Source: an optimization exercise on an open RTL-to-GDS flow (aim: small area, a short achievable clock period and few clock cycles). Production flows keep margins and buffers that such runs may drop.
Where RTL was checked, it was by simulation tests only, not by an equivalence proof against the original.
Power figures rest on the tool's default switching activity, not on a simulated workload.

==> flow/design.v <==
module bp_unpack (
    input  wire         clk,
    input  wire         rst,
    input  wire         blk_valid,
    output wire         blk_ready,
    input  wire [5:0]   blk_width,
    input  wire         blk_first,
    input  wire         in_valid,
    output wire         in_ready,
    input  wire [127:0] in_data,
    output reg          out_valid,
    input  wire         out_ready,
    output reg  [127:0] out_data
);
    reg        pv;         
    reg [5:0]  pw;
    reg        pf;
    reg        busy;       
    reg [5:0]  width;      
    reg        wz;         
    reg [4:0]  grp;        
    reg [4:0]  s;          
    reg        strad;      
    reg        cons;       
    reg        zf;         
    reg        rv;         
    reg [127:0] R;         
    reg         dv;        
    reg         dz;        
    reg [127:0] D;         
    wire adv  = !out_valid || out_ready;
    wire step = busy && adv && (wz || (rv && (!strad || in_valid)));
    wire last = step && (grp == 5'd31);
    wire take = pv && (!busy || last);
    assign blk_ready = !pv;
    assign in_ready  = !rv || (busy && adv && cons);
    wire [4:0] s_nx = s + width[4:0];
    wire [6:0] t_nx = {2'b0, s_nx} + {1'b0, width};
    wire [31:0] mask;
    genvar k;
    generate
        for (k = 0; k < 32; k = k + 1) begin : mk
            assign mask[k] = (width > k);
        end
    endgenerate
    wire [127:0] fld;
    wire [127:0] value;
    function [31:0] add32;
        input [31:0] a, b;
        reg [31:0] g, p;
        integer i, l;
        begin
            g = a & b;
            p = a ^ b;
            for (l = 0; l < 5; l = l + 1)
                for (i = 0; i < 32; i = i + 1)
                    if ((i % (2 << l)) == (2 << l) - 1) begin
                        g[i] = g[i] | (p[i] & g[i - (1 << l)]);
                        p[i] = p[i] & p[i - (1 << l)];
                    end
            for (l = 3; l >= 0; l = l - 1)
                for (i = 0; i < 32; i = i + 1)
                    if (i >= (3 << l) - 1 && (i % (2 << l)) == (1 << l) - 1) begin
                        g[i] = g[i] | (p[i] & g[i - (1 << l)]);
                        p[i] = p[i] & p[i - (1 << l)];
                    end
            add32 = a ^ b ^ {g[30:0], 1'b0};
        end
    endfunction
    genvar j;
    generate
        for (j = 0; j < 4; j = j + 1) begin : lane
            wire [62:0] win = {in_data[32*j +: 31], R[32*j +: 32]};
            reg  [38:0] l1;
            reg  [32:0] l2;
            reg  [31:0] l3;
            integer i;
            always @* begin
                for (i = 0; i < 39; i = i + 1)
                    case (s[4:3])
                        2'd0: l1[i] = win[i];
                        2'd1: l1[i] = win[i + 8];
                        2'd2: l1[i] = win[i + 16];
                        default: l1[i] = win[i + 24];
                    endcase
                for (i = 0; i < 33; i = i + 1)
                    case (s[2:1])
                        2'd0: l2[i] = l1[i];
                        2'd1: l2[i] = l1[i + 2];
                        2'd2: l2[i] = l1[i + 4];
                        default: l2[i] = l1[i + 6];
                    endcase
                for (i = 0; i < 32; i = i + 1)
                    l3[i] = s[0] ? l2[i + 1] : l2[i];
            end
            assign fld[32*j +: 32] = l3 & mask;
            wire [31:0] off = dz ? 32'd0 : out_data[32*j +: 32];
            assign value[32*j +: 32] = add32(D[32*j +: 32], off);
        end
    endgenerate
    always @(posedge clk) begin
        if (in_valid && in_ready)
            R <= in_data;
    end
    always @(posedge clk) begin
        if (rst) begin
            busy      <= 1'b0;
            width     <= 6'd0;
            wz        <= 1'b1;
            grp       <= 5'd0;
            s         <= 5'd0;
            strad     <= 1'b0;
            cons      <= 1'b0;
            zf        <= 1'b0;
            rv        <= 1'b0;
            pv        <= 1'b0;
            dv        <= 1'b0;
            out_valid <= 1'b0;
        end else begin
            if (in_valid && in_ready)
                rv <= 1'b1;
            else if (step && cons)
                rv <= 1'b0;
            if (blk_valid && blk_ready) begin
                pv <= 1'b1;
                pw <= blk_width;
                pf <= blk_first;
            end else if (take) begin
                pv <= 1'b0;
            end
            if (take) begin
                busy  <= 1'b1;
                width <= pw;
                wz    <= (pw == 6'd0);
                grp   <= 5'd0;
                s     <= 5'd0;
                strad <= 1'b0;
                cons  <= (pw == 6'd32);
                zf    <= pf;
            end else if (step) begin
                grp   <= grp + 5'd1;
                s     <= s_nx;
                strad <= (t_nx > 7'd32);
                cons  <= (t_nx >= 7'd32) && !wz;
                zf    <= 1'b0;
                if (last)
                    busy <= 1'b0;
            end
            if (adv) begin
                dv        <= step;
                out_valid <= dv;
            end
        end
    end
    always @(posedge clk) begin
        if (step) begin
            D  <= fld;
            dz <= zf;
        end
        if (adv && dv)
            out_data <= value;
    end
endmodule
clock: 7.0 ns
lec_check: 0
cap_margin: 20
core_margin: 2
core_utilization: 30
slew_margin: 20
run.sh (not shown) runs the stock make flow with config.mk's settings and CLKGATE_MAP_FILE= SYNTH_SCRIPT=/design/flow/synth_recipe.tcl, a recipe that flattens the netlist after the stock synthesis.
Testbench counts at the start, summed over its fixed seeds: cycles 16,416.
Rerun with:
--- a/flow/design.v
+++ b/flow/design.v
@@ -44,30 +44,8 @@
         end
     endgenerate
     wire [127:0] fld;
     wire [127:0] value;
-    function [31:0] add32;
-        input [31:0] a, b;
-        reg [31:0] g, p;
-        integer i, l;
-        begin
-            g = a & b;
-            p = a ^ b;
-            for (l = 0; l < 5; l = l + 1)
-                for (i = 0; i < 32; i = i + 1)
-                    if ((i % (2 << l)) == (2 << l) - 1) begin
-                        g[i] = g[i] | (p[i] & g[i - (1 << l)]);
-                        p[i] = p[i] & p[i - (1 << l)];
-                    end
-            for (l = 3; l >= 0; l = l - 1)
-                for (i = 0; i < 32; i = i + 1)
-                    if (i >= (3 << l) - 1 && (i % (2 << l)) == (1 << l) - 1) begin
-                        g[i] = g[i] | (p[i] & g[i - (1 << l)]);
-                        p[i] = p[i] & p[i - (1 << l)];
-                    end
-            add32 = a ^ b ^ {g[30:0], 1'b0};
-        end
-    endfunction
     genvar j;
     generate
         for (j = 0; j < 4; j = j + 1) begin : lane
             wire [62:0] win = {in_data[32*j +: 31], R[32*j +: 32]};
@@ -94,9 +72,9 @@
                     l3[i] = s[0] ? l2[i + 1] : l2[i];
             end
             assign fld[32*j +: 32] = l3 & mask;
             wire [31:0] off = dz ? 32'd0 : out_data[32*j +: 32];
-            assign value[32*j +: 32] = add32(D[32*j +: 32], off);
+            assign value[32*j +: 32] = D[32*j +: 32] + off;
         end
     endgenerate
     always @(posedge clk) begin
         if (in_valid && in_ready)
Sequential power barely changes.
Die area rose by 6.2%.
Cell area rose by 4.9%.
Clock-buffer cell count rose by 8.
Cell count rose by 11%.
Worst hold slack is worse by 0.055 ns.
Wire length rose by 12%.
Critical path depth fell by 9.
First-iteration DRC count rose by 26%.
Power rose by 1.6%.
Sequential share of layout area fell by 1.7 points.
Clock skew rose by 0.0098 ns.
Testbench counts after the change, summed over its fixed seeds: cycles 16,416.

RTL: the design.v shown in full above, as it stands there.
make LEC_CHECK=0 CAP_MARGIN=20 CORE_MARGIN=2 CORE_UTILIZATION=50 SETUP_SLACK_MARGIN=3.6 SLEW_MARGIN=20 finish   # period 7.0 ns
The first run completed with no timing, DRC or antenna violations.
Testbench counts at the start, summed over its fixed seeds: cycles 16,416.
Next try:
--- a/flow/design.v
+++ b/flow/design.v
@@ -45,28 +45,6 @@
     endgenerate
     wire [127:0] fld;
     wire [127:0] value;
-    function [31:0] add32;
-        input [31:0] a, b;
-        reg [31:0] g, p;
-        integer i, l;
-        begin
-            g = a & b;
-            p = a ^ b;
-            for (l = 0; l < 5; l = l + 1)
-                for (i = 0; i < 32; i = i + 1)
-                    if ((i % (2 << l)) == (2 << l) - 1) begin
-                        g[i] = g[i] | (p[i] & g[i - (1 << l)]);
-                        p[i] = p[i] & p[i - (1 << l)];
-                    end
-            for (l = 3; l >= 0; l = l - 1)
-                for (i = 0; i < 32; i = i + 1)
-                    if (i >= (3 << l) - 1 && (i % (2 << l)) == (1 << l) - 1) begin
-                        g[i] = g[i] | (p[i] & g[i - (1 << l)]);
-                        p[i] = p[i] & p[i - (1 << l)];
-                    end
-            add32 = a ^ b ^ {g[30:0], 1'b0};
-        end
-    endfunction
     genvar j;
     generate
         for (j = 0; j < 4; j = j + 1) begin : lane
@@ -94,8 +72,8 @@
                     l3[i] = s[0] ? l2[i + 1] : l2[i];
             end
             assign fld[32*j +: 32] = l3 & mask;
-            wire [31:0] off = dz ? 32'd0 : out_data[32*j +: 32];
-            assign value[32*j +: 32] = add32(D[32*j +: 32], off);
+            wire [31:0] off = out_data[32*j +: 32];
+            assign value[32*j +: 32] = dz ? D[32*j +: 32] : D[32*j +: 32] + off;
         end
     endgenerate
     always @(posedge clk) begin
Outcome:
- The new run passed the timing, design-rule and antenna checks
- power climbs slightly
- worst setup slack gets better by 0.24 ns
- via count came out higher by about a fifth
- wire length rose by a little under a tenth
- cell count grows by roughly a tenth
- clock skew decreases by 0.013 ns
- worst hold slack gains 0.030 ns
- maximum frequency rose by a little under a tenth
- design area increases slightly
- die area grows by a few percent
Testbench counts after the change, summed over its fixed seeds: cycles 16,416.

bp_unpack with an RTL version that a note above also has.
Size in the first run: about 3100 cells after synthesis, about 420 flip-flops, ~270 I/O pins, about 0.029 mm² of cells after synthesis.
==> module bp_unpack, before the edit <==
module bp_unpack (
    input  wire         clk,
    input  wire         rst,
    input  wire         blk_valid,
    output wire         blk_ready,
    input  wire [5:0]   blk_width,
    input  wire         blk_first,
    input  wire         in_valid,
    output wire         in_ready,
    input  wire [127:0] in_data,
    output reg          out_valid,
    input  wire         out_ready,
    output reg  [127:0] out_data
);
    reg        pv;         
    reg [5:0]  pw;
    reg        pf;
    reg        busy;       
    reg [5:0]  width;      
    reg        wz;         
    reg [4:0]  grp;        
    reg [4:0]  s;          
    reg        strad;      
    reg        cons;       
    reg        zf;         
    reg        rv;         
    reg [127:0] R;         
    reg         dv;        
    reg         dz;        
    reg [127:0] D;         
    wire adv  = !out_valid || out_ready;
    wire step = busy && adv && (wz || (rv && (!strad || in_valid)));
    wire last = step && (grp == 5'd31);
    wire take = pv && (!busy || last);
    assign blk_ready = !pv;
    assign in_ready  = !rv || (busy && adv && cons);
    wire [4:0] s_nx = s + width[4:0];
    wire [6:0] t_nx = {2'b0, s_nx} + {1'b0, width};
    wire [31:0] mask;
    genvar k;
    generate
        for (k = 0; k < 32; k = k + 1) begin : mk
            assign mask[k] = (width > k);
        end
    endgenerate
    wire [127:0] fld;
    wire [127:0] value;
    genvar j;
    generate
        for (j = 0; j < 4; j = j + 1) begin : lane
            wire [62:0] win = {in_data[32*j +: 31], R[32*j +: 32]};
            reg  [38:0] l1;
            reg  [32:0] l2;
            reg  [31:0] l3;
            integer i;
            always @* begin
                for (i = 0; i < 39; i = i + 1)
                    case (s[4:3])
                        2'd0: l1[i] = win[i];
                        2'd1: l1[i] = win[i + 8];
                        2'd2: l1[i] = win[i + 16];
                        default: l1[i] = win[i + 24];
                    endcase
                for (i = 0; i < 33; i = i + 1)
                    case (s[2:1])
                        2'd0: l2[i] = l1[i];
                        2'd1: l2[i] = l1[i + 2];
                        2'd2: l2[i] = l1[i + 4];
                        default: l2[i] = l1[i + 6];
                    endcase
                for (i = 0; i < 32; i = i + 1)
                    l3[i] = s[0] ? l2[i + 1] : l2[i];
            end
            assign fld[32*j +: 32] = l3 & mask;
            wire [31:0] off = out_data[32*j +: 32];
            assign value[32*j +: 32] = dz ? D[32*j +: 32] : D[32*j +: 32] + off;
        end
    endgenerate
    always @(posedge clk) begin
        if (in_valid && in_ready)
            R <= in_data;
    end
    always @(posedge clk) begin
        if (rst) begin
            busy      <= 1'b0;
            width     <= 6'd0;
            wz        <= 1'b1;
            grp       <= 5'd0;
            s         <= 5'd0;
            strad     <= 1'b0;
            cons      <= 1'b0;
            zf        <= 1'b0;
            rv        <= 1'b0;
            pv        <= 1'b0;
            dv        <= 1'b0;
            out_valid <= 1'b0;
        end else begin
            if (in_valid && in_ready)
                rv <= 1'b1;
            else if (step && cons)
                rv <= 1'b0;
            if (blk_valid && blk_ready) begin
                pv <= 1'b1;
                pw <= blk_width;
                pf <= blk_first;
            end else if (take) begin
                pv <= 1'b0;
            end
            if (take) begin
                busy  <= 1'b1;
                width <= pw;
                wz    <= (pw == 6'd0);
                grp   <= 5'd0;
                s     <= 5'd0;
                strad <= 1'b0;
                cons  <= (pw == 6'd32);
                zf    <= pf;
            end else if (step) begin
                grp   <= grp + 5'd1;
                s     <= s_nx;
                strad <= (t_nx > 7'd32);
                cons  <= (t_nx >= 7'd32) && !wz;
                zf    <= 1'b0;
                if (last)
                    busy <= 1'b0;
            end
            if (adv) begin
                dv        <= step;
                out_valid <= dv;
            end
        end
    end
    always @(posedge clk) begin
        if (step) begin
            D  <= fld;
            dz <= zf;
        end
        if (adv && dv)
            out_data <= value;
    end
endmodule
export LEC_CHECK = 0
export CAP_MARGIN = 20
export CORE_MARGIN = 2
export CORE_UTILIZATION = 50
export SETUP_SLACK_MARGIN = 3.6
export SLEW_MARGIN = 20
create_clock -name core_clock -period 7.0 [get_ports {clk}]
standard.sh (not shown) runs the stock make flow with config.mk's settings and CLKGATE_MAP_FILE= SYNTH_SCRIPT=/design/flow/synth_recipe.tcl, a recipe that flattens the netlist after the stock synthesis.
==> flow/flow/run.sh <==
#!/bin/bash
# Standard layout, with the port buffers made as buf_2 cells instead of the
# delay-buffer cell buffer_ports picks by default.
export BUFFER_PORTS_ARGS="-buffer_cell sky130_fd_sc_hd__buf_2"
bash standard.sh > standard.log 2>&1
Testbench counts at the start, summed over its fixed seeds: cycles 16,416.
Then changed:
--- a/flow/design.v
+++ b/flow/design.v
@@ -44,8 +44,30 @@
         end
     endgenerate
     wire [127:0] fld;
     wire [127:0] value;
+    function [31:0] add32;
+        input [31:0] a, b;
+        reg [31:0] g, p;
+        integer i, l;
+        begin
+            g = a & b;
+            p = a ^ b;
+            for (l = 0; l < 5; l = l + 1)
+                for (i = 0; i < 32; i = i + 1)
+                    if ((i % (2 << l)) == (2 << l) - 1) begin
+                        g[i] = g[i] | (p[i] & g[i - (1 << l)]);
+                        p[i] = p[i] & p[i - (1 << l)];
+                    end
+            for (l = 3; l >= 0; l = l - 1)
+                for (i = 0; i < 32; i = i + 1)
+                    if (i >= (3 << l) - 1 && (i % (2 << l)) == (1 << l) - 1) begin
+                        g[i] = g[i] | (p[i] & g[i - (1 << l)]);
+                        p[i] = p[i] & p[i - (1 << l)];
+                    end
+            add32 = a ^ b ^ {g[30:0], 1'b0};
+        end
+    endfunction
     genvar j;
     generate
         for (j = 0; j < 4; j = j + 1) begin : lane
             wire [62:0] win = {in_data[32*j +: 31], R[32*j +: 32]};
@@ -72,9 +94,9 @@
                     l3[i] = s[0] ? l2[i + 1] : l2[i];
             end
             assign fld[32*j +: 32] = l3 & mask;
             wire [31:0] off = out_data[32*j +: 32];
-            assign value[32*j +: 32] = dz ? D[32*j +: 32] : D[32*j +: 32] + off;
+            assign value[32*j +: 32] = dz ? D[32*j +: 32] : add32(D[32*j +: 32], off);
         end
     endgenerate
     always @(posedge clk) begin
         if (in_valid && in_ready)
Die area decreases by a few percent.
Via count is lower by about a fifth.
Total power rose slightly.
Count of clock-buffer cells in the layout rose by 1.
Non-clock buffer count increases by 18.
Area after synthesis fell by a few percent.
Final area drops slightly.
Global-route usage went down by 1.5 points.
No functional check of the RTL was part of the second run of this note.

## what the ideal ports hide
The flow's constraints put no driver on any port. The routed layouts listed below were extracted and timed again, unchanged, in two steps.
Step 1 (the two cells are an assumption about what drives the block):
set clk [get_ports {clk}]
set_driving_cell -lib_cell sky130_fd_sc_hd__clkbuf_16 $clk
set_driving_cell -lib_cell sky130_fd_sc_hd__buf_2 [delete_from_list [all_inputs] $clk]
Step 2 also shifts input and output timing later by t, the mid clock arrival at the registers, as if the neighbouring blocks saw the same clock.
Slacks: ideal ports / drivers / drivers and shift; pairs: ideal ports / drivers.
run | t, ns | slack for setup (ns) | slew at the worst register clock pin (ns)
the first run of note 1 | 0.663 | 2.576 / 2.576 / 2.576 | 0.07 / 0.07
the second run of note 1 | 0.671 | 2.754 / 2.731 / 2.731 | 0.07 / 0.07
the first run of note 2 | 0.651 | 3.472 / 3.472 / 3.307 | 0.06 / 0.06
the second run of note 2 | 0.656 | 3.711 / 3.686 / 3.164 | 0.07 / 0.07
the first run of note 3 | 0.658 | 3.632 / 3.611 / 3.203 | 0.08 / 0.08
the second run of note 3 | 0.674 | 3.375 / 3.375 / 3.352 | 0.07 / 0.07
After both steps every run listed still meets setup and hold. The setup slack of the second run of note 2, which loses most, moves by -0.025 ns with the drivers and by -0.547 ns with both steps.
